From an optimization exercise on the open Yosys and OpenROAD flow, aimed at small area, a short achievable clock period and few clock cycles per item; shortcuts taken in it are not production practice.
In this exercise RTL edits were held to simulation tests only and were not proved equivalent to the original.
Power figures rest on the tool's default switching activity, not on a simulated workload.

==> flow/design.v <==
module gt06_rx (
    input  wire        clk,
    input  wire        rst,
    input  wire        lenient,
    input  wire        in_valid,
    output wire        in_ready,
    input  wire [7:0]  in_data,
    output reg         rec_valid,
    input  wire        rec_ready,
    output reg  [2:0]  rec_type,
    output reg  [15:0] rec_data
);
    localparam [2:0] R_NOISE  = 3'd1,
                     R_BADLEN = 3'd2,
                     R_BADEND = 3'd3,
                     R_CRCERR = 3'd4,
                     R_HDR    = 3'd5;    
    localparam [2:0] S_SEEK0 = 3'd0,     
                     S_SEEK1 = 3'd1,     
                     S_GETL  = 3'd2,     
                     S_BODY  = 3'd3,     
                     S_E0    = 3'd4,     
                     S_E1    = 3'd5;     
    localparam QD = 4;                   
    reg [7:0] mem [0:255];
    reg [8:0] tail;                      
    reg [8:0] head;                      
    reg [7:0] rp;                        
    reg       rdy;
    reg [7:0] sb;                        
    reg       sb_v;
    reg [7:0] ib;                        
    reg       ib_v;
    assign in_ready = rdy;
    wire acc = in_valid & rdy;
    reg [2:0]  sst;
    reg        resc;                     
    reg [7:0]  rb;                       
    reg        rb_v;
    reg [8:0]  sp;                       
    reg [7:0]  len;
    reg [7:0]  cnt;                      
    reg [15:0] fcs;
    reg [7:0]  c1;
    reg [7:0]  e0;
    reg        crc_ok;
    reg        crc_told;                 
    reg [8:0]  cand;                     
    reg [18:0] q [0:QD-1];
    reg [1:0]  qw, qr;
    reg [2:0]  qn;
    reg [2:0]  fn;                       
    reg        e_act;
    reg        e_first;
    reg [7:0]  e_len;
    reg [7:0]  e_cnt;
    reg [7:0]  e_hi;
    wire [7:0] rd = mem[rp];
    function [15:0] crc_byte;
        input [15:0] f;
        input [7:0]  b;
        integer k;
        begin
            crc_byte = f ^ {8'h00, b};
            for (k = 0; k < 8; k = k + 1)
                crc_byte = crc_byte[0] ? ((crc_byte >> 1) ^ 16'h8408) : (crc_byte >> 1);
        end
    endfunction
    wire [7:0] b   = resc ? rb : sb;
    wire       bv  = resc ? rb_v : sb_v;
    wire full   = (tail[7:0] == head[7:0]) && (tail[8] != head[8]);
    wire q_full = qn[2];
    reg        want_push;
    reg [18:0] push_rec;
    reg        want_store;
    reg        take;                     
    reg        redo;                     
    reg [2:0]  sst_n;
    reg        is_frame;
    wire [15:0] fcs_n = crc_byte((sst == S_GETL) ? 16'hFFFF : fcs, b);
    wire        b78   = (b == 8'h78);
    always @(*) begin
        want_push  = 1'b0;
        push_rec   = {R_NOISE, 8'h00, b};
        want_store = 1'b0;
        take       = 1'b1;
        redo       = 1'b0;
        sst_n      = sst;
        is_frame   = 1'b0;
        case (sst)
            S_SEEK0: begin
                if (b78)
                    sst_n = S_SEEK1;
                else
                    want_push = 1'b1;
            end
            S_SEEK1: begin
                if (b78)
                    sst_n = S_GETL;
                else begin
                    want_push = 1'b1;
                    push_rec  = {R_NOISE, 16'h0078};
                    take      = 1'b0;
                    sst_n     = S_SEEK0;
                end
            end
            S_GETL: begin
                if (b < 8'd3) begin
                    want_push = 1'b1;
                    push_rec  = {R_BADLEN, 8'h00, b};
                    take      = 1'b0;
                    sst_n     = S_SEEK0;
                end else
                    sst_n = S_BODY;
            end
            S_BODY: begin
                want_store = 1'b1;
                if (cnt == 8'd1)
                    sst_n = S_E0;
            end
            S_E0: begin
                want_store = 1'b1;
                sst_n      = S_E1;
            end
            default: begin   
                if (e0 != 8'h0D || b != 8'h0A) begin
                    want_push = 1'b1;
                    push_rec  = {R_BADEND, e0, b};
                    take      = 1'b0;
                    redo      = 1'b1;
                    sst_n     = S_SEEK0;
                end else if (!crc_ok && !crc_told) begin
                    want_push = 1'b1;
                    push_rec  = {R_CRCERR, ~fcs};
                    take      = !lenient;
                    sst_n     = lenient ? S_E1 : S_SEEK0;
                end else begin
                    want_push = 1'b1;
                    push_rec  = {R_HDR, len, cand[7:0]};
                    is_frame  = 1'b1;
                    sst_n     = S_SEEK0;
                end
            end
        endcase
    end
    wire store = want_store & ~resc;
    wire go    = bv & ~(want_push & q_full) & ~(store & full);
    wire push  = go & want_push;
    wire cons  = go & take;              
    wire        oload  = ~rec_valid | rec_ready;
    wire [18:0] qh     = q[qr];
    wire        q_emp  = (qn == 3'd0);
    wire        pop    = ~e_act & ~q_emp & oload;
    wire        pop_fr = pop & (qh[18:16] == R_HDR);
    wire        e_step = e_act & oload;
    wire        e_last = e_step & (e_cnt == 8'd1);
    wire s_need = resc & (~rb_v | (cons & ~redo));
    wire s_more = (sp != tail);
    wire s_load = s_need & s_more & ~e_act;
    always @(posedge clk) begin
        if (!full)
            mem[tail[7:0]] <= sb;
    end
    wire [8:0] qh_pos = {head[8] ^ (qh[7:0] < head[7:0]), qh[7:0]};
    wire [8:0] keep   = (sst == S_BODY || sst == S_E0 || sst == S_E1) ? cand :
                        (resc ? sp : tail);
    always @(posedge clk) begin
        if (rst) begin
            rdy       <= 1'b1;
            sb_v      <= 1'b0;
            ib_v      <= 1'b0;
            sst       <= S_SEEK0;
            resc      <= 1'b0;
            rb_v      <= 1'b0;
            crc_told  <= 1'b0;
            tail      <= 9'd0;
            head      <= 9'd0;
            qw        <= 2'd0;
            qr        <= 2'd0;
            qn        <= 3'd0;
            fn        <= 3'd0;
            e_act     <= 1'b0;
            rec_valid <= 1'b0;
        end else begin
            if (sb_v & ~(cons & ~resc)) begin
                if (acc) begin
                    ib   <= in_data;
                    ib_v <= 1'b1;
                end
            end else if (ib_v) begin
                sb   <= ib;
                sb_v <= 1'b1;
                ib_v <= 1'b0;
            end else begin
                sb   <= in_data;
                sb_v <= acc;
            end
            if (ib_v)
                rdy <= ~ib_v | (cons & ~resc);
            else
                rdy <= ~(acc & sb_v & ~(cons & ~resc));
            if (go) begin
                sst <= sst_n;
                case (sst)
                    S_GETL: begin
                        len  <= b;
                        cnt  <= b;
                        fcs  <= fcs_n;
                        cand <= resc ? sp : tail;
                    end
                    S_BODY: begin
                        cnt <= cnt - 8'd1;
                        if (cnt > 8'd2)
                            fcs <= fcs_n;
                        if (cnt == 8'd2)
                            c1 <= b;
                        if (cnt == 8'd1)
                            crc_ok <= (~fcs == {c1, b});
                    end
                    S_E0: e0 <= b;
                    default: ;
                endcase
                crc_told <= (sst == S_E1) && (sst_n == S_E1);
                if (store)
                    tail <= tail + 9'd1;
            end
            if (go & redo) begin
                resc <= 1'b1;
                rb   <= len;
                rb_v <= 1'b1;
                sp   <= cand;
            end else if (resc) begin
                if (s_load) begin
                    rb   <= rd;
                    rb_v <= 1'b1;
                    sp   <= sp + 9'd1;
                end else if (cons)
                    rb_v <= 1'b0;
                if ((~rb_v | cons) & ~s_more)
                    resc <= 1'b0;
            end
            if (push) begin
                q[qw] <= push_rec;
                qw    <= qw + 2'd1;
            end
            if (pop)
                qr <= qr + 2'd1;
            qn <= qn + {2'd0, push} - {2'd0, pop};
            fn <= fn + {2'd0, push & is_frame} - {2'd0, pop_fr};
            if (pop) begin
                if (pop_fr) begin
                    e_act     <= 1'b1;
                    e_first   <= 1'b1;
                    e_len     <= qh[15:8];
                    e_cnt     <= qh[15:8];
                    rec_valid <= 1'b0;
                end else begin
                    rec_valid <= 1'b1;
                    rec_type  <= qh[18:16];
                    rec_data  <= qh[15:0];
                end
            end else if (e_step) begin
                e_first <= 1'b0;
                e_cnt   <= e_cnt - 8'd1;
                if (e_first) begin
                    rec_valid <= 1'b1;
                    rec_type  <= 3'd5;
                    rec_data  <= {e_len, rd};
                end else if (e_cnt == 8'd2) begin
                    rec_valid <= 1'b0;
                    e_hi      <= rd;
                end else if (e_cnt == 8'd1) begin
                    rec_valid <= 1'b1;
                    rec_type  <= 3'd7;
                    rec_data  <= {e_hi, rd};
                end else begin
                    rec_valid <= 1'b1;
                    rec_type  <= 3'd6;
                    rec_data  <= {8'h00, rd};
                end
                if (e_last)
                    e_act <= 1'b0;
            end else if (oload)
                rec_valid <= 1'b0;
            if (pop_fr)
                rp <= qh[7:0];
            else if (e_act & ~e_last)
                rp <= rp + {7'd0, e_step};
            else if (go & redo)
                rp <= cand[7:0];
            else
                rp <= s_load ? sp[7:0] + 8'd1 : sp[7:0];
            if (pop_fr)
                head <= qh_pos;
            else if (~e_act & (fn == 3'd0) & ~(push & is_frame))
                head <= keep;
        end
    end
endmodule
==> flow/flow/run.sh <==
#!/bin/bash
# The standard layout, with repair_timing asked for extra setup slack so that
# the layout closes well below the design's clock period (which is unchanged).
set -euo pipefail
bash standard.sh SETUP_SLACK_MARGIN=8.9 finish > make_finish.log 2>&1
==> flow/standard.sh <==
#!/bin/bash
# synth_recipe.tcl (not shown) runs the flow's synth.tcl, then flattens the netlist and writes it again
# the make line also repeats each setting of config.mk as NAME=value (left out here)
make -C /OpenROAD-flow-scripts/flow DESIGN_CONFIG=/design/flow/config.mk WORK_HOME=/design/flow/orfs CLKGATE_MAP_FILE= SYNTH_SCRIPT=/design/flow/synth_recipe.tcl "${@:-finish}"
==> flow/config.mk <==
export PLATFORM = sky130hd
export DESIGN_NAME = gt06_rx
export DESIGN_NICKNAME = gt06_rx
export VERILOG_FILES = /design/flow/design.v
export SDC_FILE = /design/flow/constraint.sdc
export NUM_CORES = 4
export LEC_CHECK = 0
export CAP_MARGIN = 20
export CORE_MARGIN = 2
export CORE_UTILIZATION = 40
export SLEW_MARGIN = 20
==> flow/constraint.sdc <==
create_clock -name core_clock -period 13.0 [get_ports {clk}]
set_input_delay 2.6000 -clock core_clock [delete_from_list [all_inputs] [get_ports {clk}]]
set_output_delay 2.6000 -clock core_clock [all_outputs]
set_load 0.01 [all_outputs]
==> impl_metrics.ini, run 1 <==
[synthesis]
muxShareOfSynthArea_pct = 13.7
ys_seq_area_share_pct = 75.8
postSynthAreaPerCell_um2 = 19.9
synth_top_family_by_area = multiplexers
synth_fp_nets = 4625
synth_edf_count = 2267
ys_seq_elements = 2316
synthXorXnorAreaFrac_pct = 1.05
yosys.area_share.simple_pct = 3.22
synth-adder-area-share_pct = 0.428
synth_area_um2 = 91100
synth_area_leaders = edfxtp_1, mux4_2, nor2_1, a22oi_1, dfxtp_1
synth_top_cell_area_share_pct = 74.7
synth_compound_area_share_pct = 4.39
synthCells = 4582
yosysWarnings = 1
synthFlopType = edfxtp_1
yosysUniqueCellTypes = 73
synth.largest_area_cell = edfxtp_1
synthArstFlopShare_pct = 0

[die]
initial_core_util_pct = 40.2
num_rows = 175
die_y_um = 481
die_area_um2 = 232000
core_area_um2 = 227000
die_w_um = 481
ios = 34

[clocking]
cts_made_buffers = 226
holdBufCountCts = 0
clock_path_buffers = 3
cts_max_level = 4
cts.sinks = 2316
root_buffer = clkbuf_16
cts.clk_slew.worst_paths_ns = 0.06
insertion_delay_ns = 0.87
cts_tree = built

[timing]
setup_viol = 0
fmax_mhz = 239
final.setup.tns_ns = 0
slew_viol_final = 0
worst_pin_slew_ns = 1.16
max_slew_margin_pct = 22.6
fin_ws_ns = 8.82
fin_skew_ns = 0.0418
finalHoldViolCount = 0
final.min_clock_period_ns = 4.18
rsz0062_at_grt = yes
whs_ns = 0.471
fin_crit_sh_pct = 32.2

[power]
powerDensity_nw_per_um2 = 190
intPower_mw = 14.0
p_sw_share_pct = 28.6
combPwrFrac_pct = 23.3
ir_drop_mv = 0.123
seqPwrFrac_pct = 43.7
cellLeakagePower_nw = 31.8
total_power_mw = 19.6
p_clk_share_pct = 33.0
power.switching_mw = 5.62

[drt]
remaining_drc_errors = 0
wl_per_cell_um = 28.5
routed_wl_um = 224000
vias = 45600
drt_iter0_drc = 5192
viasPerCell = 5.80
first_pass_iters = 6
postRouteAntennaNets = 0

[finish]
fin_area_um2 = 103000
layout_common_cells = edfxtp_1, mux4_2, nor2_1
syn2layout_area_growth_pct = 13.6
final_cells = 7859
final_layout_size_suffix_gt1_share_pct = 23.2
final_common_cell = edfxtp_1
nets = 4713
multi_input_area_um2 = 21500
fin_util_pct = 45.6
nFillCells = 19000
regArea_um2 = 69100

[setup_path]
cp.arrival_ns = 1.58
cp_top_family = flip-flops
cp.buffers_inverters = 1
cp-start-kind = flip-flop
critical_path.cell_chain = buf_2
worst_ep_required_time_ns = 10.40
crit_type = flip-flop to primary output
crit_path_max_incr_delay_ns = 0.53
slowest_stage = edfxtp_1
cp-end-kind = primary output
path_max_fanout = 1

[place]
place_ws_ns = 6.83
dp_cells = 7421
finalWeightedCongestion = 0.818
io_buffers = 33
hpwl_um = 130000
placed_cell_area_um2 = 95200

[run]
max-cap-violations = 0

[status]
status = no timing/DRC/antenna violations

[global_route]
antenna_found_initial = 4
grt_first_pass_wirelength_um = 324000
grt.total_usage_pct = 19.1
grt_pass1_vias = 45700
grt_max_degree = 185
grt_overflow = 0

[hold_path]
hold_path_class = flip-flop to flip-flop
sequential cells by signal, indices dropped and copies added, names as in the netlist, 9 cells and up, named ones only:
signal and cells:
rec_data 16, tail 9, sp 9, mem 2048
head 9, q 76, fcs 16, cand 9
worst paths after layout:
check	start	depth (start not counted)	endpoint	slack, ns
setup / recovery	rec_data[7]	1	rec_data[7]	8.82
hold / removal	crc_told	2	crc_told	0.47
setup reg to reg	tail[6]	7	mem[55][4]	8.94
hold reg to reg	crc_told	2	crc_told	0.47
Yosys cell counts (3+ instances only):
| master | n |
|---|---|
| a211oi_1 | 8 |
| a21o_1 | 7 |
| a21oi_1 | 56 |
| a221oi_1 | 81 |
| a22o_1 | 72 |
| a22oi_1 | 162 |
| a311oi_1 | 5 |
| a31oi_1 | 9 |
| and2_1 | 10 |
| and3_1 | 8 |
| buf_1 | 31 |
| buf_2 | 58 |
| clkbuf_1 | 189 |
| dfxtp_1 | 49 |
| edfxtp_1 | 2267 |
| ha_1 | 28 |
| inv_1 | 54 |
| mux2_2 | 23 |
| mux2i_1 | 23 |
| mux4_2 | 531 |
| nand2_1 | 150 |
| nand2b_1 | 9 |
| nand3_1 | 35 |
| nand3b_1 | 3 |
| nand4_1 | 10 |
| nor2_1 | 390 |
| nor2b_1 | 18 |
| nor3_1 | 12 |
| nor4_1 | 10 |
| nor4b_1 | 3 |
| o2111ai_1 | 4 |
| o211ai_1 | 7 |
| o21a_1 | 7 |
| o21ai_0 | 47 |
| o221ai_1 | 33 |
| o22ai_1 | 7 |
| or2_2 | 3 |
| or3_1 | 6 |
| or4_1 | 4 |
| or4b_2 | 3 |
| xnor2_1 | 74 |
| xor2_1 | 35 |
kinds of logic after synthesis:
kind of cell,count (synthesis)
buf+inv,333
simple gates,686
compound gates,530
flops,2316
mux,578
xor+xnor,109
fa+ha+maj,30
power by group through the flow:
stage	clock network (mW)	registers, mW	logic, mW
after floorplan	0	8.78	2.75
after global placement	0	8.78	4.16
after detailed placement	0	8.78	4.20
after CTS	6.58	8.59	4.49
after global routing	6.85	8.60	4.83
final	6.48	8.59	4.57
area by class of cell:
class / instances / area share [%]
Antenna cell: 1 / 0.00242
Clock inverter: 125 / 1.21
Clock buffer: 282 / 5.79
Timing Repair Buffer: 137 / 1.61
Inverter: 54 / 0.207
Sequential cell: 2316 / 66.7
Tap cell: 3009 / 3.64
Multi-Input combinational cell: 1935 / 20.8
repair_timing:
| action | 4_1_cts | 5_1_grt |
|---|---|---|
| gates resized for setup | 177 | 31 |
| pin swaps | 3 | 4 |
| endpoints found under the setup margin | 134 | 89 |
| gates cloned | 6 | 5 |
| buffers inserted | 15 | 3 |
routing by layer:
metal  global-route usage (%)  up-vias  share of wire, %
met4                     5.29        0               2.4
li1                         -    19100                 -
met2                     30.3     1811                48
met3                     3.27      309               7.6
met1                     27.5    24400                42
met5                        0        -                 0
Testbench counts, summed over its fixed seeds: cycles 11,599, bytes 11,304.
==> run 2, diff against run 1 <==
--- a/flow/design.v
+++ b/flow/design.v
@@ -41,7 +41,7 @@
     reg [7:0]  len;
     reg [7:0]  cnt;                      
     reg [15:0] fcs;
-    reg [7:0]  c1;
+    reg        crc_hi_ok;                
     reg [7:0]  e0;
     reg        crc_ok;
     reg        crc_told;                 
@@ -52,9 +52,7 @@
     reg [2:0]  fn;                       
     reg        e_act;
     reg        e_first;
-    reg [7:0]  e_len;
     reg [7:0]  e_cnt;
-    reg [7:0]  e_hi;
     wire [7:0] rd = mem[rp];
     function [15:0] crc_byte;
         input [15:0] f;
@@ -213,9 +211,9 @@
                         if (cnt > 8'd2)
                             fcs <= fcs_n;
                         if (cnt == 8'd2)
-                            c1 <= b;
+                            crc_hi_ok <= (~fcs[15:8] == b);
                         if (cnt == 8'd1)
-                            crc_ok <= (~fcs == {c1, b});
+                            crc_ok <= crc_hi_ok & (~fcs[7:0] == b);
                     end
                     S_E0: e0 <= b;
                     default: ;
@@ -251,9 +249,9 @@
                 if (pop_fr) begin
                     e_act     <= 1'b1;
                     e_first   <= 1'b1;
-                    e_len     <= qh[15:8];
                     e_cnt     <= qh[15:8];
                     rec_valid <= 1'b0;
+                    rec_data[15:8] <= qh[15:8];      
                 end else begin
                     rec_valid <= 1'b1;
                     rec_type  <= qh[18:16];
@@ -265,14 +263,14 @@
                 if (e_first) begin
                     rec_valid <= 1'b1;
                     rec_type  <= 3'd5;
-                    rec_data  <= {e_len, rd};
+                    rec_data[7:0] <= rd;
                 end else if (e_cnt == 8'd2) begin
                     rec_valid <= 1'b0;
-                    e_hi      <= rd;
+                    rec_data[15:8] <= rd;            
                 end else if (e_cnt == 8'd1) begin
                     rec_valid <= 1'b1;
                     rec_type  <= 3'd7;
-                    rec_data  <= {e_hi, rd};
+                    rec_data[7:0] <= rd;
                 end else begin
                     rec_valid <= 1'b1;
                     rec_type  <= 3'd6;
--- a/flow/config.mk
+++ b/flow/config.mk
@@ -7,5 +7,7 @@
 export LEC_CHECK = 0
 export CAP_MARGIN = 20
 export CORE_MARGIN = 2
-export CORE_UTILIZATION = 40
+export CORE_UTILIZATION = 65
+export CTS_CLUSTER_DIAMETER = 60
+export CTS_CLUSTER_SIZE = 30
 export SLEW_MARGIN = 20
==> run 2 against run 1 <==
Effect of this change: register-to-register slack lost 0.02 ns; clock skew is essentially flat; non-clock buffer count grew 12; wire length shrank 3.7%; synthesized cell count grew 0.15%; utilization grew 26 points; synthesized area shrank 0.35%; sequential power shrank 2.7%; global-route usage grew 12 points; clock power shrank 21%; first-iteration DRC count grew 7.2%; flip-flop and latch count shrank 23.
==> impl_metrics.ini, run 2 <==
[status]
status = no timing/DRC/antenna violations

[finish]
syn2layout_area_growth_pct = 9.44
layout_common_cells = edfxtp_1, mux4_2, nor2_1
regArea_um2 = 68400
nets = 4649
final_common_cell = edfxtp_1
final_layout_size_suffix_gt1_share_pct = 23.2
nFillCells = 8348
multi_input_area_um2 = 21600
largest_register_ffs = 2048

[global_route]
grt.total_usage_pct = 30.8
grt_overflow = 0
antenna_found_initial = 2
grt_pass1_vias = 44400
grt_first_pass_wirelength_um = 312000
grt_max_degree = 185

[synthesis]
synth_edf_count = 2244
yosysUniqueCellTypes = 81
synth_area_um2 = 90800
ys_seq_elements = 2293
synth_area_leaders = edfxtp_1, mux4_2, nor2_1, a22oi_1, dfxtp_1
postSynthAreaPerCell_um2 = 19.8
synth_top_cell_area_share_pct = 74.2
ys_seq_area_share_pct = 75.3
synth.largest_area_cell = edfxtp_1
yosysMostFrequentCell = edfxtp_1
synthCells = 4589
synth_fp_nets = 4632
yosysWarnings = 1
synth_common_cells = edfxtp_1, mux4_2, nor2_1
synthArstFlopShare_pct = 0
synthFlopType = edfxtp_1

[timing]
worst_pin_slew_ns = 1.20
fin_skew_ns = 0.0419
final.setup.tns_ns = 0
slew_viol_final = 0
finalHoldViolCount = 0
final.min_clock_period_ns = 4.10
setup_viol = 0
rsz0062_at_grt = yes
fin_ws_ns = 8.90
fmax_mhz = 244
max_slew_margin_pct = 19.5
fin_crit_sh_pct = 31.5

[drt]
first_pass_iters = 6
vias = 45200
drt_iter0_drc = 5565
routed_wl_um = 216000
remaining_drc_errors = 0
postRouteAntennaNets = 0
viasPerCell = 6.85
wl_per_cell_um = 32.7

[setup_path]
cp.arrival_ns = 4.74
crit_start = lenient
r2r-start = tail[7]
cp-start-kind = input pin
crit_type = input pin to flip-flop
path_max_fanout = 5
r2r-end = mem[151][2]
worst_ep_required_time_ns = 13.64
reg2reg_slack_ns = 8.92
cp-end-kind = flip-flop
rr_worst_depth = 6

[die]
die_y_um = 378
ios = 34
core_area_um2 = 139000
num_rows = 137
die_area_um2 = 143000
die_w_um = 378
initial_core_util_pct = 65.3

[run]
max-cap-violations = 0

[clocking]
cts_max_level = 4
cts.clk_slew.worst_paths_ns = 0.10
cts.sinks = 2293
root_buffer = clkbuf_16
cts_made_buffers = 144
insertion_delay_ns = 0.81
cts_tree = built
clock_path_buffers = 3

[power]
powerDensity_nw_per_um2 = 168
cellLeakagePower_nw = 30.4
ir_drop_mv = 0.168
total_power_mw = 16.7

[place]
hpwl_um = 125000
finalWeightedCongestion = 0.865
place_ws_ns = 7.35
io_buffers = 33

[hold_path]
hold_path_class = flip-flop to flip-flop
worstHoldStart = sb_v
run 2: how the worst min path moves through the flow:
stage | slack (ns) | to | depth (start not counted)
2_1_floorplan | 0.44 | ib_v | 2
3_3_place_gp | 0.48 | crc_told | 2
5_1_grt | 0.53 | ib_v | 2
3_5_place_dp | 0.49 | crc_told | 2
6_report | 0.50 | ib_v | 2
4_1_cts | 0.50 | crc_told | 2
run 2: area by class of cell:
cell class	instances	area share, %
clock buffer	159	3.92
timing repair buffer	149	1.67
inverter	46	0.176
tap	1876	2.36
multi-input combinational	1972	21.8
antenna	4	0.0101
sequential	2293	68.8
clock inverter	107	1.28
run 2: kinds of logic after synthesis:
group	Yosys count	share of synthesized area [%]
muxes	570	13.6
AOI/OAI and AO/OA	569	4.61
xor gates and xnor gates	103	0.993
and+or+nand+nor	698	3.36
adders and majority gates	30	0.430
buffers and inverters	326	1.68
DFF	2293	75.3
run 2: timing repair:
item                       in CTS  in global routing
buffers inserted               19                  6
gates resized for setup       126                 41
setup endpoints to repair     218                 40
hold buffers                    0                  0
pin swaps                       6                  5
cloned                          6                  1
run 2: metal layers:
metal  track usage [%]  up-vias  share of wire, %
met1              45.9    23900                40
met3              5.23      304               8.3
met4              8.79        2               2.8
met5                 0        -            0.0060
met2              48.1     2069                48
li1                  -    18900                 -
run 2: per-stage QoR:
stage / std cells / cell area [µm²] / utilization [%] / hold WS [ns]
floorplan: 4589 / 91200 / - / 0.445
global placement: 6302 / 93300 / 67.1 / 0.480
detailed placement: 6302 / 93300 / 67.1 / 0.490
CTS: 6593 / 99100 / 71.3 / 0.499
global route: 6602 / 99400 / 71.5 / 0.533
finish: 6606 / 99400 / 71.5 / 0.502
run 2: worst max-delay path, cell delays in order:
cell	delay, ns
clkdlybuf4s50_1	0.50
a21oi_2	0.10
and2_1	0.24
o211ai_1	0.42
a211oi_1	0.21
o311ai_1	0.43
o311ai_1	0.24
run 2: report_power, final:
group / switching, mW / total (mW) / leakage (nW) / internal (mW)
Sequential: 0.0782 / 8.36 / 20.6 / 8.28
Clock: 2.62 / 5.10 / 2.50 / 2.48
Combinational: 1.89 / 3.22 / 7.28 / 1.34
Total: 4.59 / 16.7 / 30.4 / 12.1
Testbench counts of run 2, summed over its fixed seeds: cycles 11,599, bytes 11,304.
==> run 3, diff against run 2 <==
--- a/flow/design.v
+++ b/flow/design.v
@@ -145,7 +145,10 @@
     wire go    = bv & ~(want_push & q_full) & ~(store & full);
     wire push  = go & want_push;
     wire cons  = go & take;              
-    wire        oload  = ~rec_valid | rec_ready;
+    reg         o_vn;
+    reg  [2:0]  o_tn;
+    reg  [15:0] o_dn;
+    wire        oload  = o_vn | rec_ready;
     wire [18:0] qh     = q[qr];
     wire        q_emp  = (qn == 3'd0);
     wire        pop    = ~e_act & ~q_emp & oload;
@@ -155,6 +158,42 @@
     wire s_need = resc & (~rb_v | (cons & ~redo));
     wire s_more = (sp != tail);
     wire s_load = s_need & s_more & ~e_act;
+    reg         nv;
+    reg  [2:0]  nt;
+    reg  [15:0] nd;
+    always @(*) begin
+        nv = ~o_vn;
+        nt = ~o_tn;
+        nd = ~o_dn;
+        if (pop) begin
+            if (pop_fr) begin
+                nv        = 1'b0;
+                nd[15:8]  = qh[15:8];            
+            end else begin
+                nv        = 1'b1;
+                nt        = qh[18:16];
+                nd        = qh[15:0];
+            end
+        end else if (e_step) begin
+            if (e_first) begin
+                nv        = 1'b1;
+                nt        = 3'd5;
+                nd[7:0]   = rd;
+            end else if (e_cnt == 8'd2) begin
+                nv        = 1'b0;
+                nd[15:8]  = rd;                  
+            end else if (e_cnt == 8'd1) begin
+                nv        = 1'b1;
+                nt        = 3'd7;
+                nd[7:0]   = rd;
+            end else begin
+                nv        = 1'b1;
+                nt        = 3'd6;
+                nd        = {8'h00, rd};
+            end
+        end else if (oload)
+            nv = 1'b0;
+    end
     always @(posedge clk) begin
         if (!full)
             mem[tail[7:0]] <= sb;
@@ -163,6 +202,12 @@
     wire [8:0] keep   = (sst == S_BODY || sst == S_E0 || sst == S_E1) ? cand :
                         (resc ? sp : tail);
     always @(posedge clk) begin
+        o_tn     <= ~nt;
+        o_dn     <= ~nd;
+        rec_type <= nt;
+        rec_data <= nd;
+    end
+    always @(posedge clk) begin
         if (rst) begin
             rdy       <= 1'b1;
             sb_v      <= 1'b0;
@@ -179,6 +224,7 @@
             fn        <= 3'd0;
             e_act     <= 1'b0;
             rec_valid <= 1'b0;
+            o_vn      <= 1'b1;
         end else begin
             if (sb_v & ~(cons & ~resc)) begin
                 if (acc) begin
@@ -245,41 +291,19 @@
                 qr <= qr + 2'd1;
             qn <= qn + {2'd0, push} - {2'd0, pop};
             fn <= fn + {2'd0, push & is_frame} - {2'd0, pop_fr};
-            if (pop) begin
-                if (pop_fr) begin
-                    e_act     <= 1'b1;
-                    e_first   <= 1'b1;
-                    e_cnt     <= qh[15:8];
-                    rec_valid <= 1'b0;
-                    rec_data[15:8] <= qh[15:8];      
-                end else begin
-                    rec_valid <= 1'b1;
-                    rec_type  <= qh[18:16];
-                    rec_data  <= qh[15:0];
-                end
+            o_vn      <= ~nv;
+            rec_valid <= nv;
+            if (e_step & e_last)
+                e_act <= 1'b0;
+            else if (pop_fr)
+                e_act <= 1'b1;
+            if (pop_fr) begin
+                e_first <= 1'b1;
+                e_cnt   <= qh[15:8];
             end else if (e_step) begin
                 e_first <= 1'b0;
                 e_cnt   <= e_cnt - 8'd1;
-                if (e_first) begin
-                    rec_valid <= 1'b1;
-                    rec_type  <= 3'd5;
-                    rec_data[7:0] <= rd;
-                end else if (e_cnt == 8'd2) begin
-                    rec_valid <= 1'b0;
-                    rec_data[15:8] <= rd;            
-                end else if (e_cnt == 8'd1) begin
-                    rec_valid <= 1'b1;
-                    rec_type  <= 3'd7;
-                    rec_data[7:0] <= rd;
-                end else begin
-                    rec_valid <= 1'b1;
-                    rec_type  <= 3'd6;
-                    rec_data  <= {8'h00, rd};
-                end
-                if (e_last)
-                    e_act <= 1'b0;
-            end else if (oload)
-                rec_valid <= 1'b0;
+            end
             if (pop_fr)
                 rp <= qh[7:0];
             else if (e_act & ~e_last)
==> run 3 against run 2 <==
Effect of this change: count of clock-buffer cells in the layout is 1 higher; flip-flop and latch count is 20 higher; setup slack worse by 0.0062 ns; sequential power is 1% higher; global-route usage is 0.43 points lower; die area is 1.4% higher; via count is 0.56% lower; synthesized area is 1.4% higher; synthesized cell count is 0.85% lower; critical path type is now flip-flop to flip-flop.
==> impl_metrics.ini, run 3 <==
[status]
status = no timing/DRC/antenna violations

[synthesis]
synth_fp_nets = 4593
synth_top_cell_area_share_pct = 72.5
ys_seq_elements = 2313
yosysUniqueCellTypes = 72
synth_top_family_by_area = multiplexers
synth-adder-area-share_pct = 0.424
synth.largest_area_cell = edfxtp_1
synth_edf_count = 2225
yosysMostFrequentCell = edfxtp_1
synth_area_leaders = edfxtp_1, mux4_2, dfxtp_1, nor2_1, mux2i_1
ys_seq_area_share_pct = 74.5
yosys.area_share.simple_pct = 3.67
synthXorXnorAreaFrac_pct = 1.02
postSynthAreaPerCell_um2 = 20.2
synthFlopType = edfxtp_1
muxShareOfSynthArea_pct = 16.7
synth_area_um2 = 92100
synthArstFlopShare_pct = 0
synth_compound_area_share_pct = 2.09
synthCells = 4550
yosysWarnings = 1
synth_common_cells = edfxtp_1, mux4_2, nor2_1

[clocking]
cts_tree = built
insertion_delay_ns = 0.82
root_buffer = clkbuf_16
clock_path_buffers = 3
cts_max_level = 4
cts.clk_slew.worst_paths_ns = 0.08
cts.sinks = 2313
cts_made_buffers = 144

[setup_path]
cp.arrival_ns = 4.65
path_max_fanout = 34
worst_ep_required_time_ns = 13.54
crit_type = flip-flop to flip-flop
cp-end-kind = flip-flop
cp-start-kind = flip-flop
rr_worst_depth = 11

[timing]
final.setup.tns_ns = 0
final.min_clock_period_ns = 4.11
slew_viol_final = 0
max_slew_margin_pct = 21.7
finalHoldViolCount = 0
worst_pin_slew_ns = 1.17
fin_crit_sh_pct = 31.6
fmax_mhz = 244
fin_skew_ns = 0.0414
rsz0062_at_grt = yes
setup_viol = 0

[run]
max-cap-violations = 0

[place]
io_buffers = 33
hpwl_um = 126000
placed_cell_area_um2 = 94700
finalWeightedCongestion = 0.898

[drt]
vias = 45000
viasPerCell = 6.81
routed_wl_um = 216000
drt_iter0_drc = 5600
remaining_drc_errors = 0
first_pass_iters = 7
postRouteAntennaNets = 0
wl_per_cell_um = 32.7

[die]
core_area_um2 = 141000
initial_core_util_pct = 65.3
ios = 34
die_y_um = 380
die_w_um = 380
num_rows = 138
die_area_um2 = 145000

[power]
ir_drop_mv = 0.146
powerDensity_nw_per_um2 = 171
cellLeakagePower_nw = 31.3

[finish]
fin_area_um2 = 101000
multi_input_area_um2 = 22700
final_common_cell = edfxtp_1
syn2layout_area_growth_pct = 9.55
largest_register_ffs = 2048
final_layout_size_suffix_gt1_share_pct = 24.3
regArea_um2 = 68600
nets = 4639
nFillCells = 8420
layout_common_cells = edfxtp_1, mux4_2, nor2_1

[global_route]
grt_pass1_vias = 44600
grt_overflow = 0
busiest_layer = met2
antenna_found_initial = 6
use_met3_pct = 5.24
grt_max_degree = 189
grt.total_usage_pct = 30.4
met1_usage_pct = 45.7
grt_first_pass_wirelength_um = 315000
grtUsageMet2_pct = 46.5

[hold_path]
hold_path_class = flip-flop to flip-flop
worstHoldStart = o_tn[0]
whs_path_depth = 1
run 3: through the flow:
step | instances | worst slack [ns] | utilization, % | power [mW] | hold slack [ns]
6_report | 6607 | 8.89 | 71.5 | 17.3 | 0.441
5_1_grt | 6604 | 8.87 | 71.5 | 17.8 | 0.465
4_1_cts | 6596 | 8.87 | 71.4 | 17.3 | 0.439
3_5_place_dp | 6298 | 7.18 | 67.2 | 12.1 | 0.416
3_3_place_gp | 6297 | 7.16 | 67.1 | 12.0 | 0.426
2_1_floorplan | 4550 | 7.07 | - | 11.1 | 0.403
run 3: metal layers:
layer  wire [µm]  vias to the layer above
li1            -                    18700
met1       88300                    23800
met2      103000                     2088
met3       17700                      344
met4        7160                       10
met5          71                        -
run 3: power by group:
group / switching (mW) / internal, mW / total (mW)
combinational: 2.08 / 1.67 / 3.75
clock: 2.64 / 2.42 / 5.06
sequential: 0.0955 / 8.36 / 8.46
total: 4.82 / 12.5 / 17.3
run 3: cell type report:
| cell class | instances | share of cell area, % |
|---|---|---|
| Sequential cell | 2313 | 68.0 |
| Timing Repair inverter | 1 | 0.00868 |
| Tap cell | 1890 | 2.34 |
| Multi-Input combinational cell | 1927 | 22.5 |
| Clock buffer | 160 | 3.83 |
| Antenna cell | 3 | 0.00744 |
| Clock inverter | 104 | 1.21 |
| Inverter | 57 | 0.238 |
| Timing Repair Buffer | 152 | 1.92 |
run 3: worst paths after layout:
kind / endpoint / slack [ns]
setup / recovery: rb[5] / 8.89
hold / removal: rec_type[0] / 0.44
setup reg to reg: rb[5] / 8.89
hold reg to reg: rec_type[0] / 0.44
run 3: worst max-delay path, cell delays in order, from the launching register on:
cell     delay [ns]
dfxtp_4        0.47
buf_16         0.26
buf_12         0.29
buf_16         0.27
mux4_2         0.34
mux4_2         0.53
mux2i_1        0.29
o21ai_0        0.31
nor3_2         0.50
nor3_4         0.11
buf_12         0.17
mux2_2         0.27
run 3: cells by family after synthesis:
group,Yosys count
DFF,2313
muxes,766
and+or+nand+nor,734
buffers and inverters,310
AOI/OAI and AO/OA,290
xor gates and xnor gates,107
adders and majority gates,30
run 3: what timing repair did:
action / CTS / global route
resized for setup: 75 / 15
endpoints found under the setup margin: 821 / 50
hold buffers: 0 / 0
pin swaps: 13 / 11
gates cloned: 13 / 1
setup buffers: 21 / 7
Testbench counts of run 3, summed over its fixed seeds: cycles 11,599, bytes 11,304.
==> run 4, diff against run 3 <==
--- a/flow/design.v
+++ b/flow/design.v
@@ -44,6 +44,7 @@
     reg        crc_hi_ok;                
     reg [7:0]  e0;
     reg        crc_ok;
+    reg        len_q;                    
     reg        crc_told;                 
     reg [8:0]  cand;                     
     reg [18:0] q [0:QD-1];
@@ -130,8 +131,8 @@
                 end else if (!crc_ok && !crc_told) begin
                     want_push = 1'b1;
                     push_rec  = {R_CRCERR, ~fcs};
-                    take      = !lenient;
-                    sst_n     = lenient ? S_E1 : S_SEEK0;
+                    take      = !len_q;
+                    sst_n     = len_q ? S_E1 : S_SEEK0;
                 end else begin
                     want_push = 1'b1;
                     push_rec  = {R_HDR, len, cand[7:0]};
@@ -201,6 +202,8 @@
     wire [8:0] qh_pos = {head[8] ^ (qh[7:0] < head[7:0]), qh[7:0]};
     wire [8:0] keep   = (sst == S_BODY || sst == S_E0 || sst == S_E1) ? cand :
                         (resc ? sp : tail);
+    always @(posedge clk)
+        len_q <= lenient;
     always @(posedge clk) begin
         o_tn     <= ~nt;
         o_dn     <= ~nd;
==> run 4 against run 3 <==
Effect of this change: worst hold slack gained 0.048 ns; critical path depth shrank 10; global-route usage is 0.085 points lower; combinational power fell by 2%; sequential power hardly changed; flip-flop and latch count grew 1; register-to-register slack better by 0.09 ns; clock power is essentially flat; wire length is 1.5% lower; fmax rose by 1.5%; largest cell class unchanged; highest routed layer unchanged.
==> impl_metrics.ini, run 4 <==
[power]
p_clk_share_pct = 29.4
p_sw_share_pct = 27.9
powerDensity_nw_per_um2 = 172
combPwrFrac_pct = 21.3
intPower_mw = 12.4
cellLeakagePower_nw = 31.0
seqPwrFrac_pct = 49.3
ir_drop_mv = 0.144
power.switching_mw = 4.81

[finish]
largest_register_ffs = 2048
final_layout_size_suffix_gt1_share_pct = 25.4
regArea_um2 = 68600
fin_util_pct = 71.8
nFillCells = 8342
final_common_cell = edfxtp_1
syn2layout_area_growth_pct = 9.51
layout_common_cells = edfxtp_1, mux4_2, nor2_1
multi_input_area_um2 = 22000
nets = 4557

[die]
num_rows = 137
ios = 34
die_area_um2 = 144000
die_w_um = 379
initial_core_util_pct = 65.6
die_y_um = 379
core_area_um2 = 140000

[setup_path]
crit_end = rec_data[2]
cp.arrival_ns = 1.45
slowest_stage = dfxtp_1
crit_path_max_incr_delay_ns = 0.36
worst_ep_required_time_ns = 10.40
crit_start = rec_data[2]
cp.buffers_inverters = 1
cp-start-kind = flip-flop
crit_type = flip-flop to primary output
cp_top_family = flip-flops
reg2reg_slack_ns = 8.98
path_max_fanout = 1
critical_path.cell_chain = dlygate4sd2_1
cp-end-kind = primary output
r2r-end = rec_data[15]
cp_num_cells = 1
rr_worst_depth = 11

[global_route]
grt.total_usage_pct = 30.3
grt_overflow = 0
antenna_found_initial = 2
grt_first_pass_wirelength_um = 307000
grt_pass1_vias = 43600
grt_max_degree = 254

[status]
status = no timing/DRC/antenna violations

[timing]
setup_viol = 0
fin_crit_sh_pct = 31.1
finalHoldViolCount = 0
rsz0062_at_grt = yes
final.min_clock_period_ns = 4.05
fmax_mhz = 247
final.setup.tns_ns = 0
max_slew_margin_pct = 21.9
slew_viol_final = 0
fin_skew_ns = 0.0366
worst_pin_slew_ns = 1.17

[clocking]
clock_path_buffers = 3
cts.clk_slew.worst_paths_ns = 0.08
root_buffer = clkbuf_16
insertion_delay_ns = 0.82
cts_tree = built
cts_max_level = 4
cts.sinks = 2314
cts_made_buffers = 144

[synthesis]
synthArstFlopShare_pct = 0
synth_common_cells = edfxtp_1, mux4_2, nor2_1
yosysWarnings = 1
synthCells = 4468
ys_seq_elements = 2314
ys_seq_area_share_pct = 75.0
synth.largest_area_cell = edfxtp_1
yosysMostFrequentCell = edfxtp_1
synth_area_um2 = 91500
postSynthAreaPerCell_um2 = 20.5
synthFlopType = edfxtp_1
synth_area_leaders = edfxtp_1, mux4_2, dfxtp_1, nor2_1, xnor2_1
synth_edf_count = 2225
synth_fp_nets = 4511
yosysUniqueCellTypes = 78
synth_top_cell_area_share_pct = 73.0

[drt]
drt_iter0_drc = 5793
wl_per_cell_um = 32.7
routed_wl_um = 213000
first_pass_iters = 8
viasPerCell = 6.82
postRouteAntennaNets = 0
vias = 44400
remaining_drc_errors = 0

[hold_path]
hold_path_class = flip-flop to flip-flop

[place]
io_buffers = 33
finalWeightedCongestion = 0.894
hpwl_um = 127000

[run]
max-cap-violations = 0
## run 4: cell types whose count changed after synthesis, moves of 12 or more
| cell | delta |
|---|---|
| a221o_1 | -12 |
| a22oi_1 | +47 |
| buf_2 | -19 |
| buf_6 | -21 |
| clkbuf_1 | +34 |
| mux2i_1 | -112 |
| mux4_2 | +32 |
| nand2_1 | -27 |
| nand3_1 | +22 |
| nor2_1 | +24 |
| nor3_2 | -13 |
| o22ai_1 | -18 |
## run 4: how the worst min path moves through the flow
stage | start | end | cells past startpoint
floorplan | o_tn[0] | rec_type[0] | 1
global placement | o_dn[0] | rec_data[0] | 1
detailed placement | o_tn[1] | o_tn[1] | 2
CTS | crc_told | crc_told | 2
global route | o_dn[6] | rec_data[6] | 1
finish | crc_told | crc_told | 2
## run 4: cell type report
type,instances,area share (%)
inverter,67,0.275
clock buffer,160,3.89
clock inverter,105,1.22
timing repair buffer,150,1.82
timing repair inverter,1,0.00874
multi-input combinational,1836,21.9
tap,1876,2.34
antenna,3,0.00749
sequential,2314,68.5
## run 4: cell families after synthesis
| logic type | synth area share (%) |
|---|---|
| xor gates and xnor gates | 0.967 |
| buffers and inverters | 1.53 |
| muxes | 16.3 |
| AOI/OAI and AO/OA | 2.36 |
| adders and majority gates | 0.427 |
| and+or+nand+nor | 3.40 |
| DFF | 75.0 |
## run 4: metal layers
layer | share of wire, % | GRT usage [%] | vias to the layer above
li1 | - | - | 18400
met1 | 40 | 45.0 | 23500
met2 | 49 | 47.0 | 2050
met3 | 8.6 | 5.26 | 362
met4 | 3.2 | 9.49 | 2
met5 | 0.0080 | 0 | -
## run 4: timing repair
| action | CTS | global route |
|---|---|---|
| pin swaps | 7 | 4 |
| hold buffers | 0 | 0 |
| resized for setup | 83 | 12 |
| setup endpoints to repair | 645 | 441 |
| hold endpoints to repair | 0 | 0 |
| gates cloned | 7 | 2 |
| setup buffers | 16 | 11 |
## run 4: power groups by stage
stage	registers [mW]	logic, mW	clock network (mW)
6_report	8.49	3.67	5.07
5_1_grt	8.50	3.86	5.39
4_1_cts	8.50	3.62	5.14
3_5_place_dp	8.69	3.41	0
3_3_place_gp	8.69	3.39	0
2_1_floorplan	8.72	2.30	0
## run 4: metrics by stage
step	area, µm²	instances	hold WS, ns	total power, mW	worst slack [ns]
after detailed placement	94100	6203	0.473	12.1	7.13
after CTS	99800	6491	0.487	17.3	8.89
after global placement	94100	6203	0.468	12.1	7.19
final	100000	6512	0.489	17.2	8.95
after floorplan	91800	4468	0.429	11.0	7.18
after global routing	100000	6509	0.501	17.8	8.89
Testbench counts of run 4, summed over its fixed seeds: cycles 11,599, bytes 11,304.
==> run 5, diff against run 4 <==
==> flow/flow/run.sh (replaced) <==
#!/bin/bash
# The standard layout, with repair_timing asked for extra setup slack so that
# the layout closes well below the design's clock period (which is unchanged).
set -euo pipefail
bash standard.sh SETUP_SLACK_MARGIN=9.3 finish > make_finish.log 2>&1
--- a/flow/config.mk
+++ b/flow/config.mk
@@ -8,6 +8,6 @@
 export CAP_MARGIN = 20
 export CORE_MARGIN = 2
 export CORE_UTILIZATION = 65
-export CTS_CLUSTER_DIAMETER = 60
+export CTS_CLUSTER_DIAMETER = 100
 export CTS_CLUSTER_SIZE = 30
 export SLEW_MARGIN = 20
==> run 5 against run 4 <==
Effect of this change: via count rose by 0.19%; critical path type is now flip-flop to flip-flop; setup slack better by 0.21 ns; worst hold slack worse by 0.0075 ns; flip-flop and latch count did not move; synthesized area stayed put; sequential power is essentially flat; combinational power increased by 9.3%; synthesized cell count unchanged; non-clock buffer count up 42; still clean on timing, DRC and antenna.
==> impl_metrics.ini, run 5 <==
[global_route]
grt.total_usage_pct = 30.4
grt_overflow = 0
grt_pass1_vias = 43200
grt_max_degree = 245
antenna_found_initial = 3
grt_first_pass_wirelength_um = 309000

[clocking]
cts.clk_slew.worst_paths_ns = 0.11
root_buffer = clkbuf_16
cts_max_level = 3
cts_tree = built
clock_path_buffers = 3
cts_made_buffers = 87
cts.sinks = 2314
insertion_delay_ns = 0.75
holdBufCountCts = 0

[drt]
wl_per_cell_um = 33.7
remaining_drc_errors = 0
viasPerCell = 6.95
postRouteAntennaNets = 0
drt_iter0_drc = 6278
first_pass_iters = 6
routed_wl_um = 216000
vias = 44500

[synthesis]
synth_common_cells = edfxtp_1, mux4_2, nor2_1
synth_area_um2 = 91500
yosysUniqueCellTypes = 78
yosysMostFrequentCell = edfxtp_1
ys_seq_area_share_pct = 75.0
synth_area_leaders = edfxtp_1, mux4_2, dfxtp_1, nor2_1, xnor2_1
synth_fp_nets = 4511
synth_edf_count = 2225
postSynthAreaPerCell_um2 = 20.5
yosysWarnings = 1
synthArstFlopShare_pct = 0
synthCells = 4468
synthFlopType = edfxtp_1
synth_top_cell_area_share_pct = 73.0
ys_seq_elements = 2314
synth.largest_area_cell = edfxtp_1

[setup_path]
path_max_fanout = 16
crit_start = tail[5]
reg2reg_slack_ns = 9.17
cp_num_cells = 3
cp-end-kind = flip-flop
slowest_stage = nor2_1
cp.buffers_inverters = 0
cp-start-kind = flip-flop
r2r-end = mem[229][7]
r2r-start = tail[5]
rr_worst_depth = 3
worst_ep_required_time_ns = 13.38
cp.arrival_ns = 4.21
crit_path_max_incr_delay_ns = 0.97
critical_path.cell_chain = nor2b_1 > nand3_1 > nor2_1
cp_top_family = simple AND/OR/NAND/NOR gates
crit_type = flip-flop to flip-flop

[hold_path]
hold_end = rec_data[6]
hold_path_class = flip-flop to flip-flop
worstHoldStart = o_dn[6]
whs_path_depth = 1

[run]
max-cap-violations = 0

[die]
die_area_um2 = 144000
die_y_um = 379
die_w_um = 379
ios = 34
initial_core_util_pct = 65.6
num_rows = 137
core_area_um2 = 140000

[timing]
fin_skew_ns = 0.0412
final.setup.tns_ns = 0
fmax_mhz = 261
slew_viol_final = 0
max_slew_margin_pct = 13.5
whs_ns = 0.482
rsz0062_at_grt = yes
final.min_clock_period_ns = 3.83
worst_pin_slew_ns = 1.29
setup_viol = 0
finalHoldViolCount = 0
fin_crit_sh_pct = 29.5

[finish]
layout_common_cells = edfxtp_1, mux4_2, nor2_1
final_common_cell = edfxtp_1
fin_area_um2 = 98600
final_layout_size_suffix_gt1_share_pct = 26.2
nFillCells = 8530
final_cells = 6398
fin_util_pct = 70.6
largest_register_ffs = 2048
syn2layout_area_growth_pct = 7.76
nets = 4542

[place]
io_buffers = 33
hpwl_um = 128000
finalWeightedCongestion = 0.879
placed_cell_area_um2 = 94100
dp_cells = 6205

[status]
status = no timing/DRC/antenna violations

[power]
ir_drop_mv = 0.145
cellLeakagePower_nw = 30.1
powerDensity_nw_per_um2 = 161
-- run 5: cell type report --
cell class / count / area [µm²] / area share, %
Timing Repair Buffer: 192 / 2520 / 2.56
Tap cell: 1876 / 2350 / 2.38
Clock inverter: 6 / 70.1 / 0.0711
Clock buffer: 101 / 2290 / 2.33
Inverter: 67 / 285 / 0.289
Multi-Input combinational cell: 1836 / 22400 / 22.7
Antenna cell: 5 / 12.5 / 0.0127
Timing Repair inverter: 1 / 8.76 / 0.00889
Sequential cell: 2314 / 68600 / 69.6
-- run 5: per-layer routing --
metal,track usage [%],vias up,part of all wire [%]
li1,-,18300,-
met1,45.4,23700,39
met2,47.6,2252,48
met3,5.38,325,9.2
met4,7.87,2,2.9
met5,0,-,0.032
-- run 5: kinds of logic (layout without fill, tap and decap cells) --
kind of cell	after synthesis	after routing	share of synthesized area, %
flops	2314	2314	75.0
simple gates	706	706	3.40
mux	684	684	16.3
buf+inv	318	367	1.53
compound gates	315	315	2.36
xor+xnor	101	101	0.967
fa+ha+maj	30	30	0.427
other cells	0	5	0
-- run 5: timing repair --
action / CTS / global route
hold endpoints to repair: 0 / 0
gates resized for setup: 239 / 78
pin swaps: 18 / 15
setup endpoints to repair: 2122 / 416
setup buffers: 43 / 11
cloned: 14 / 9
-- run 5: how the worst max path moves through the flow --
stage                             end  slack [ns]
after floorplan                 rb[0]        7.18
after global placement    rec_data[9]        7.32
after detailed placement  rec_data[9]        7.31
after CTS                 rec_data[8]        9.14
after global routing      rec_data[8]        9.14
final                     mem[229][7]        9.17
-- run 5: through the flow --
step	total power [mW]	setup WS, ns
floorplan	11.1	7.18
global placement	12.1	7.32
detailed placement	12.2	7.31
CTS	15.8	9.14
global route	16.3	9.14
finish	15.9	9.17
-- run 5: power by group --
part           switching, mW  total [mW]  internal [mW]  leakage [nW]
logic                   2.21        4.01           1.80          8.15
clock network           2.12        3.40           1.27          1.16
registers             0.0992        8.48           8.38          20.8
==> run 6, diff against run 5 <==
--- a/flow/config.mk
+++ b/flow/config.mk
@@ -9,5 +9,5 @@
 export CORE_MARGIN = 2
 export CORE_UTILIZATION = 65
 export CTS_CLUSTER_DIAMETER = 100
-export CTS_CLUSTER_SIZE = 30
+export CTS_CLUSTER_SIZE = 27
 export SLEW_MARGIN = 20
==> run 6 against run 5 <==
Effect of this change: synthesized cell count did not move; combinational power barely moved; clock skew fell by 0.012 ns; synthesized area did not move; largest power group unchanged; worst hold slack improved by 0.0055 ns; still clean; count of clock-buffer cells in the layout rose by 11.
==> impl_metrics.ini, run 6 <==
[clocking]
clock_path_buffers = 3
cts_tree = built
holdBufCountCts = 0
cts.sinks = 2314
cts_max_level = 3
insertion_delay_ns = 0.76
root_buffer = clkbuf_16
cts.clk_slew.worst_paths_ns = 0.12
cts_made_buffers = 95

[synthesis]
synth_fp_nets = 4511
yosysMostFrequentCell = edfxtp_1
synth_edf_count = 2225
synthFlopType = edfxtp_1
synth_area_leaders = edfxtp_1, mux4_2, dfxtp_1, nor2_1, xnor2_1
synth_top_cell_area_share_pct = 73.0
ys_seq_elements = 2314
synthCells = 4468
ys_seq_area_share_pct = 75.0
synth_area_um2 = 91500
yosysWarnings = 1
yosysUniqueCellTypes = 78
synthArstFlopShare_pct = 0
synth_common_cells = edfxtp_1, mux4_2, nor2_1
synth.largest_area_cell = edfxtp_1
postSynthAreaPerCell_um2 = 20.5

[place]
hpwl_um = 128000
io_buffers = 33
finalWeightedCongestion = 0.879

[power]
ir_drop_mv = 0.141
powerDensity_nw_per_um2 = 162
total_power_mw = 16.0
cellLeakagePower_nw = 30.3

[setup_path]
reg2reg_slack_ns = 9.03
worst_ep_required_time_ns = 13.38
slowest_stage = nor2_1
crit_path_max_incr_delay_ns = 1.01
cp.arrival_ns = 4.35
crit_type = flip-flop to flip-flop
path_max_fanout = 16
cp-start-kind = flip-flop
critical_path.cell_chain = nor2b_1 > nand3_1 > nor2_1
cp-end-kind = flip-flop

[finish]
syn2layout_area_growth_pct = 8.19
layout_common_cells = edfxtp_1, mux4_2, nor2_1
nets = 4564
final_common_cell = edfxtp_1
final_layout_size_suffix_gt1_share_pct = 26.5
largest_register_ffs = 2048

[die]
die_area_um2 = 144000
ios = 34
initial_core_util_pct = 65.6
core_area_um2 = 140000
die_y_um = 379
die_w_um = 379
num_rows = 137

[timing]
worst_pin_slew_ns = 1.20
fin_skew_ns = 0.0292
rsz0062_at_grt = yes
slew_viol_final = 0
max_slew_margin_pct = 19.8
setup_viol = 0
final.setup.tns_ns = 0
fin_crit_sh_pct = 30.5
fmax_mhz = 252
final.min_clock_period_ns = 3.97
finalHoldViolCount = 0

[hold_path]
hold_path_class = flip-flop to flip-flop

[drt]
first_pass_iters = 6
wl_per_cell_um = 33.9
routed_wl_um = 218000
vias = 44600
remaining_drc_errors = 0
drt_iter0_drc = 6100
postRouteAntennaNets = 0
viasPerCell = 6.95

[run]
max-cap-violations = 0

[global_route]
grt.total_usage_pct = 30.5
antenna_found_initial = 3
grt_pass1_vias = 43300
grt_max_degree = 245
grt_overflow = 0
grt_first_pass_wirelength_um = 309000

[status]
status = no timing/DRC/antenna violations
## run 6: per-stage QoR
stage                     hold WS, ns  std cells  worst slack (ns)  area (µm²)  util, %
final                           0.487       6418              9.03       99000     70.9
after CTS                       0.487       6383              9.14       98100     70.3
after floorplan                 0.429       4468              7.18       91900        -
after global routing            0.517       6416              9.14       99000     70.9
after detailed placement        0.477       6205              7.31       94100     67.5
after global placement          0.473       6205              7.32       94100     67.5
## run 6: metal layers
| metal | global-route usage (%) | vias up | routed length (µm) |
|---|---|---|---|
| li1 | - | 18300 | - |
| met1 | 45.3 | 23700 | 86000 |
| met4 | 8.20 | 0 | 6040 |
| met5 | 0 | - | 0 |
| met2 | 47.5 | 2307 | 105000 |
| met3 | 5.79 | 313 | 20200 |
## run 6: cells by family (layout without fill, tap and decap cells)
| group | count (synthesis) | count (layout) | share of synthesized area (%) |
|---|---|---|---|
| simple gates | 706 | 706 | 3.40 |
| buf+inv | 318 | 390 | 1.53 |
| mux | 684 | 684 | 16.3 |
| xor+xnor | 101 | 101 | 0.967 |
| other cells | 0 | 2 | 0 |
| fa+ha+maj | 30 | 30 | 0.427 |
| flops | 2314 | 2314 | 75.0 |
| compound gates | 315 | 315 | 2.36 |
## run 6: worst paths after layout
check,from,endpoint,depth (start not counted)
max reg2reg,tail[5],mem[235][6],3
max,tail[5],mem[235][6],3
min,o_dn[4],rec_data[4],1
min reg2reg,o_dn[4],rec_data[4],1
## run 6: what timing repair did
item,CTS,global route
cloned,14,11
setup buffers,48,18
gates resized for setup,247,78
endpoints found under the setup margin,2151,564
pin swaps,21,16
## run 6: layout make-up
type	instances	area, µm²
Sequential cell	2314	68600
Fill cell	8508	40600
Multi-Input combinational cell	1836	22500
Timing Repair Buffer	206	2700
Clock buffer	112	2480
Tap cell	1876	2350
Inverter	67	285
Clock inverter	4	46.3
Timing Repair inverter	1	8.76
Antenna cell	2	5.00
## run 6: report_power, final
group          internal [mW]  total (mW)  switching [mW]
registers               8.38        8.49           0.110
clock network           1.37        3.52            2.15
logic                   1.82        4.04            2.22
total                   11.6        16.0            4.48
## run 6: critical path: cells and delay by family (launching register included)
kind,cells,cell delay [ns]
simple gates,3,3.00
flops,1,0.59
==> run 7, diff against run 6 <==
--- a/flow/config.mk
+++ b/flow/config.mk
@@ -8,6 +8,6 @@
 export CAP_MARGIN = 20
 export CORE_MARGIN = 2
 export CORE_UTILIZATION = 65
-export CTS_CLUSTER_DIAMETER = 100
-export CTS_CLUSTER_SIZE = 27
+export CTS_CLUSTER_DIAMETER = 80
+export CTS_CLUSTER_SIZE = 30
 export SLEW_MARGIN = 20
==> run 7 against run 6 <==
Effect of this change: sequential share of layout area is 0.36 points lower; utilization increased by 0.37 points; critical path depth stayed put; register-to-register slack better by 0.03 ns; worst hold slack worse by 0.0095 ns; power is 2.2% higher; sequential power about the same; still clean; first-iteration DRC count is 3.1% higher; fmax grew 0.73%.
==> impl_metrics.ini, run 7 <==
[power]
total_power_mw = 16.4
seqPwrFrac_pct = 51.7
ir_drop_mv = 0.188
powerDensity_nw_per_um2 = 165
p_clk_share_pct = 23.8
cellLeakagePower_nw = 30.6
power.switching_mw = 4.64
combPwrFrac_pct = 24.5
intPower_mw = 11.8
p_sw_share_pct = 28.3

[drt]
postRouteAntennaNets = 0
viasPerCell = 6.91
drt_iter0_drc = 6290
wl_per_cell_um = 33.6
remaining_drc_errors = 0
first_pass_iters = 6
vias = 44600
routed_wl_um = 217000

[finish]
final_cells = 6448
largest_register_ffs = 2048
layout_common_cells = edfxtp_1, mux4_2, nor2_1
final_layout_size_suffix_gt1_share_pct = 27.3
fin_area_um2 = 99500
syn2layout_area_growth_pct = 8.75
fin_util_pct = 71.3
final_common_cell = edfxtp_1
nets = 4561

[setup_path]
crit_start = tail[5]
cp_top_family = simple AND/OR/NAND/NOR gates
cp.arrival_ns = 4.32
r2r-start = tail[5]
slowest_stage = nand3_1
cp-start-kind = flip-flop
path_max_fanout = 16
crit_path_max_incr_delay_ns = 1.00
cp-end-kind = flip-flop
crit_type = flip-flop to flip-flop
critical_path.cell_chain = nor2b_1 > nand3_1 > nor2_1
worst_ep_required_time_ns = 13.38
cp.buffers_inverters = 0

[timing]
final.setup.tns_ns = 0
fmax_mhz = 254
finalHoldViolCount = 0
worst_pin_slew_ns = 1.21
fin_ws_ns = 9.06
fin_skew_ns = 0.0265
final.min_clock_period_ns = 3.94
setup_viol = 0
whs_ns = 0.478
fin_crit_sh_pct = 30.3
slew_viol_final = 0
max_slew_margin_pct = 18.9
rsz0062_at_grt = yes

[synthesis]
yosysUniqueCellTypes = 78
synth_area_leaders = edfxtp_1, mux4_2, dfxtp_1, nor2_1, xnor2_1
synthArstFlopShare_pct = 0
yosysWarnings = 1
synthCells = 4468
synthFlopType = edfxtp_1
synth_fp_nets = 4511
synth_common_cells = edfxtp_1, mux4_2, nor2_1
synth_top_cell_area_share_pct = 73.0
synth_edf_count = 2225
ys_seq_elements = 2314
synth.largest_area_cell = edfxtp_1
synth_area_um2 = 91500
yosysMostFrequentCell = edfxtp_1
ys_seq_area_share_pct = 75.0
postSynthAreaPerCell_um2 = 20.5

[global_route]
grt.total_usage_pct = 30.5
grt_first_pass_wirelength_um = 311000
grt_max_degree = 245
grt_pass1_vias = 43400
grt_overflow = 0
antenna_found_initial = 2

[die]
die_area_um2 = 144000
num_rows = 137
die_w_um = 379
initial_core_util_pct = 65.6
core_area_um2 = 140000
ios = 34
die_y_um = 379

[place]
dp_cells = 6205
io_buffers = 33
hpwl_um = 128000
place_ws_ns = 7.31
placed_cell_area_um2 = 94100
finalWeightedCongestion = 0.879

[run]
max-cap-violations = 0

[clocking]
cts_max_level = 3
cts_tree = built
insertion_delay_ns = 0.77
root_buffer = clkbuf_16
holdBufCountCts = 0
cts_made_buffers = 98
cts.sinks = 2314
cts.clk_slew.worst_paths_ns = 0.12
clock_path_buffers = 3

[hold_path]
worstHoldStart = o_dn[0]
hold_path_class = flip-flop to flip-flop

[status]
status = no timing/DRC/antenna violations
[run 7: cell counts after synthesis]
No cell type changed its count.
[run 7: routing by layer]
metal  global-route usage (%)  vias up  share of wire [%]
met5                        0        -              0.033
met4                     7.52        2                2.9
met3                     5.33      312                9.2
li1                         -    18300                  -
met1                     46.0    23700                 39
met2                     47.7     2232                 48
[run 7: power groups by stage]
stage	combinational [mW]	clock, mW	sequential, mW
after floorplan	2.35	0	8.73
after global placement	3.45	0	8.69
after detailed placement	3.48	0	8.69
after CTS	3.91	3.94	8.49
after global routing	4.21	4.17	8.50
final	4.02	3.90	8.48
[run 7: layout make-up]
cell class / instances / area (µm²)
repair inverters: 1 / 8.76
well taps: 1876 / 2350
flip-flops and latches: 2314 / 68600
diodes: 1 / 2.50
repair buffers: 200 / 2600
fillers: 8412 / 40100
multi-input cells: 1836 / 22400
inverters: 67 / 285
clock inverters: 46 / 618
clock buffers: 107 / 2550
[run 7: cell families (layout without fill, tap and decap cells)]
group / count (synthesis) / in the layout / share of synthesized area, %
compound gates: 315 / 315 / 2.36
xor+xnor: 101 / 101 / 0.967
fa+ha+maj: 30 / 30 / 0.427
buf+inv: 318 / 421 / 1.53
flops: 2314 / 2314 / 75.0
mux: 684 / 684 / 16.3
other cells: 0 / 1 / 0
simple gates: 706 / 706 / 3.40
[run 7: what timing repair did]
action / CTS / global route
setup endpoints to repair: 2139 / 498
pin swaps: 21 / 15
resized for setup: 249 / 80
setup buffers: 47 / 18
endpoints found under the hold margin: 0 / 0
cloned: 15 / 6
[run 7: worst register-to-register path, stage by stage (launching register included)]
cell	delay [ns]
dfxtp_1	0.59
nor2b_1	0.97
nand3_1	1.00
nor2_1	0.99
[run 7: path summary, 6_finish.rpt]
| path | to | slack, ns | cells past startpoint |
|---|---|---|---|
| hold reg to reg | rec_data[0] | 0.48 | 1 |
| hold / removal | rec_data[0] | 0.48 | 1 |
| setup / recovery | mem[231][6] | 9.06 | 3 |
| setup reg to reg | mem[231][6] | 9.06 | 3 |
==> run 8, diff against run 7 <==
--- a/flow/config.mk
+++ b/flow/config.mk
@@ -7,7 +7,7 @@
 export LEC_CHECK = 0
 export CAP_MARGIN = 20
 export CORE_MARGIN = 2
-export CORE_UTILIZATION = 65
-export CTS_CLUSTER_DIAMETER = 80
+export CORE_UTILIZATION = 70
+export CTS_CLUSTER_DIAMETER = 60
 export CTS_CLUSTER_SIZE = 30
 export SLEW_MARGIN = 20
==> run 8 against run 7 <==
Effect of this change: utilization is 6.5 points higher; combinational power about the same; critical path depth is 2 lower; register-to-register slack better by 0.14 ns; sequential share of layout area decreased by 0.96 points; flip-flop and latch count unchanged; critical path type is now flip-flop to primary output; highest routed layer unchanged.
==> impl_metrics.ini, run 8 <==
[finish]
fin_area_um2 = 101000
fin_util_pct = 77.8
final_layout_size_suffix_gt1_share_pct = 27.9
final_common_cell = edfxtp_1
nets = 4598
layout_common_cells = edfxtp_1, mux4_2, nor2_1
largest_register_ffs = 2048
final_cells = 6408
syn2layout_area_growth_pct = 10.3
nFillCells = 6646

[setup_path]
reg2reg_slack_ns = 9.20
r2r-start = tail[5]
crit_type = flip-flop to primary output
critical_path.cell_chain = buf_6
crit_path_max_incr_delay_ns = 0.36
path_max_fanout = 1
cp.buffers_inverters = 1
cp-start-kind = flip-flop
cp-end-kind = primary output
slowest_stage = dfxtp_2
rr_worst_depth = 3
r2r-end = mem[242][7]
cp_top_family = flip-flops
worst_ep_required_time_ns = 10.40
cp.arrival_ns = 1.25

[power]
power.switching_mw = 4.96
ir_drop_mv = 0.139
cellLeakagePower_nw = 31.3
combPwrFrac_pct = 23.0
powerDensity_nw_per_um2 = 173
intPower_mw = 12.5
p_sw_share_pct = 28.4
p_clk_share_pct = 28.1
total_power_mw = 17.4
seqPwrFrac_pct = 48.9

[global_route]
grt_first_pass_wirelength_um = 317000
grt_max_degree = 115
grt_overflow = 0
grt_pass1_vias = 44600
grt.total_usage_pct = 33.8
antenna_found_initial = 2

[synthesis]
yosysMostFrequentCell = edfxtp_1
ys_seq_elements = 2314
ys_seq_area_share_pct = 75.0
yosysWarnings = 1
yosysUniqueCellTypes = 78
synth_top_cell_area_share_pct = 73.0
synthCells = 4468
synth_common_cells = edfxtp_1, mux4_2, nor2_1
synth_edf_count = 2225
synth_area_leaders = edfxtp_1, mux4_2, dfxtp_1, nor2_1, xnor2_1
synthArstFlopShare_pct = 0
synth_fp_nets = 4511
synthFlopType = edfxtp_1
synth.largest_area_cell = edfxtp_1
synth_area_um2 = 91500
postSynthAreaPerCell_um2 = 20.5

[die]
die_w_um = 365
die_area_um2 = 134000
num_rows = 132
initial_core_util_pct = 70.6
ios = 34
core_area_um2 = 130000
die_y_um = 365

[timing]
whs_ns = 0.482
fin_skew_ns = 0.0407
slew_viol_final = 0
max_slew_margin_pct = 17.0
fin_ws_ns = 9.15
final.min_clock_period_ns = 3.85
rsz0062_at_grt = yes
fin_crit_sh_pct = 29.7
final.setup.tns_ns = 0
finalHoldViolCount = 0
setup_viol = 0
worst_pin_slew_ns = 1.24
fmax_mhz = 259

[hold_path]
hold_path_class = flip-flop to flip-flop
worstHoldStart = o_dn[7]
hold_end = rec_data[7]
whs_path_depth = 1

[drt]
first_pass_iters = 6
viasPerCell = 7.16
wl_per_cell_um = 35.0
remaining_drc_errors = 0
vias = 45900
postRouteAntennaNets = 0
routed_wl_um = 224000
drt_iter0_drc = 7120

[place]
io_buffers = 33
dp_cells = 6073
hpwl_um = 128000
finalWeightedCongestion = 0.879
place_ws_ns = 7.27
placed_cell_area_um2 = 94000

[clocking]
insertion_delay_ns = 0.82
cts_tree = built
cts_made_buffers = 140
cts.clk_slew.worst_paths_ns = 0.08
cts.sinks = 2314
root_buffer = clkbuf_16
clock_path_buffers = 3
cts_max_level = 4

[run]
max-cap-violations = 0

[status]
status = no timing/DRC/antenna violations
[run 8: timing repair]
item / CTS / global route
pin swaps: 12 / 18
endpoints found under the setup margin: 1880 / 352
cloned: 14 / 14
setup buffers: 27 / 26
hold buffers: 0 / 0
gates resized for setup: 227 / 53
[run 8: cell families (layout without fill, tap and decap cells)]
kind of cell | after synthesis | in the layout | share of synthesized area, %
xor gates and xnor gates | 101 | 101 | 0.967
AOI/OAI and AO/OA | 315 | 315 | 2.36
other | 0 | 3 | 0
DFF | 2314 | 2314 | 75.0
muxes | 684 | 684 | 16.3
adders and majority gates | 30 | 30 | 0.427
buffers and inverters | 318 | 513 | 1.53
and+or+nand+nor | 706 | 706 | 3.40
[run 8: how the worst max path moves through the flow]
stage,startpoint,endpoint,cells past startpoint
2_1_floorplan,sb[1],rb[0],7
3_3_place_gp,flip-flop,rb[2],10
3_5_place_dp,flip-flop,rb[2],10
4_1_cts,rec_data[1],rec_data[1],1
5_1_grt,tail[5],mem[241][4],3
6_report,rec_data[1],rec_data[1],1
[run 8: final cells by class]
cell class | count | area [µm²] | share of cell area, %
clock buffers | 152 | 3640 | 3.61
repair inverters | 1 | 8.76 | 0.00868
multi-input cells | 1836 | 22400 | 22.2
diodes | 3 | 7.51 | 0.00744
well taps | 1742 | 2180 | 2.16
inverters | 67 | 284 | 0.281
clock inverters | 98 | 1150 | 1.14
repair buffers | 195 | 2590 | 2.56
flip-flops and latches | 2314 | 68600 | 68.0
[run 8: power by group through the flow]
stage          Clock [mW]  Combinational, mW  Sequential, mW
6_report             4.90               4.02            8.53
5_1_grt              5.18               4.16            8.54
4_1_cts              4.93               3.78            8.53
3_5_place_dp            0               3.42            8.73
3_3_place_gp            0               3.37            8.73
2_1_floorplan           0               2.35            8.73
[run 8: per-layer routing]
layer | global-route usage [%] | vias to the layer above | wire length (µm)
met4 | 10.7 | 4 | 8110
met1 | 50.3 | 24100 | 83700
met2 | 52.7 | 2847 | 109000
met3 | 6.00 | 408 | 23100
li1 | - | 18500 | -
met5 | 0 | - | 23

==> port drivers added, routing unchanged <==
The flow's constraints put no driver on any port. The routed layouts listed below were extracted and timed again, unchanged, in two steps.
Step 1: set_driving_cell puts a clkbuf_16 on clk and a buf_2 on each other input, an assumption about the parent block.
Step 2, shift: input delay + t, output delay - t, t = (earliest + latest rising clock arrival at the registers) / 2. This alone moves slack from input paths to output paths.
Slacks: ideal ports / drivers / drivers and shift; pairs: ideal ports / drivers.
run	shift t [ns]	slack for setup (ns)
run 1	0.947	8.818 / 8.723 / 8.067
run 2	0.875	8.901 / 8.857 / 8.088
run 3	0.881	8.894 / 8.878 / 8.122
run 4	0.877	8.954 / 8.879 / 8.152
run 5	0.812	9.168 / 9.106 / 8.507
run 6	0.824	9.034 / 9.034 / 8.487
run 7	0.833	9.062 / 9.062 / 8.484
run 8	0.873	9.145 / 9.069 / 8.437
After both steps setup and hold are still met in every run listed.
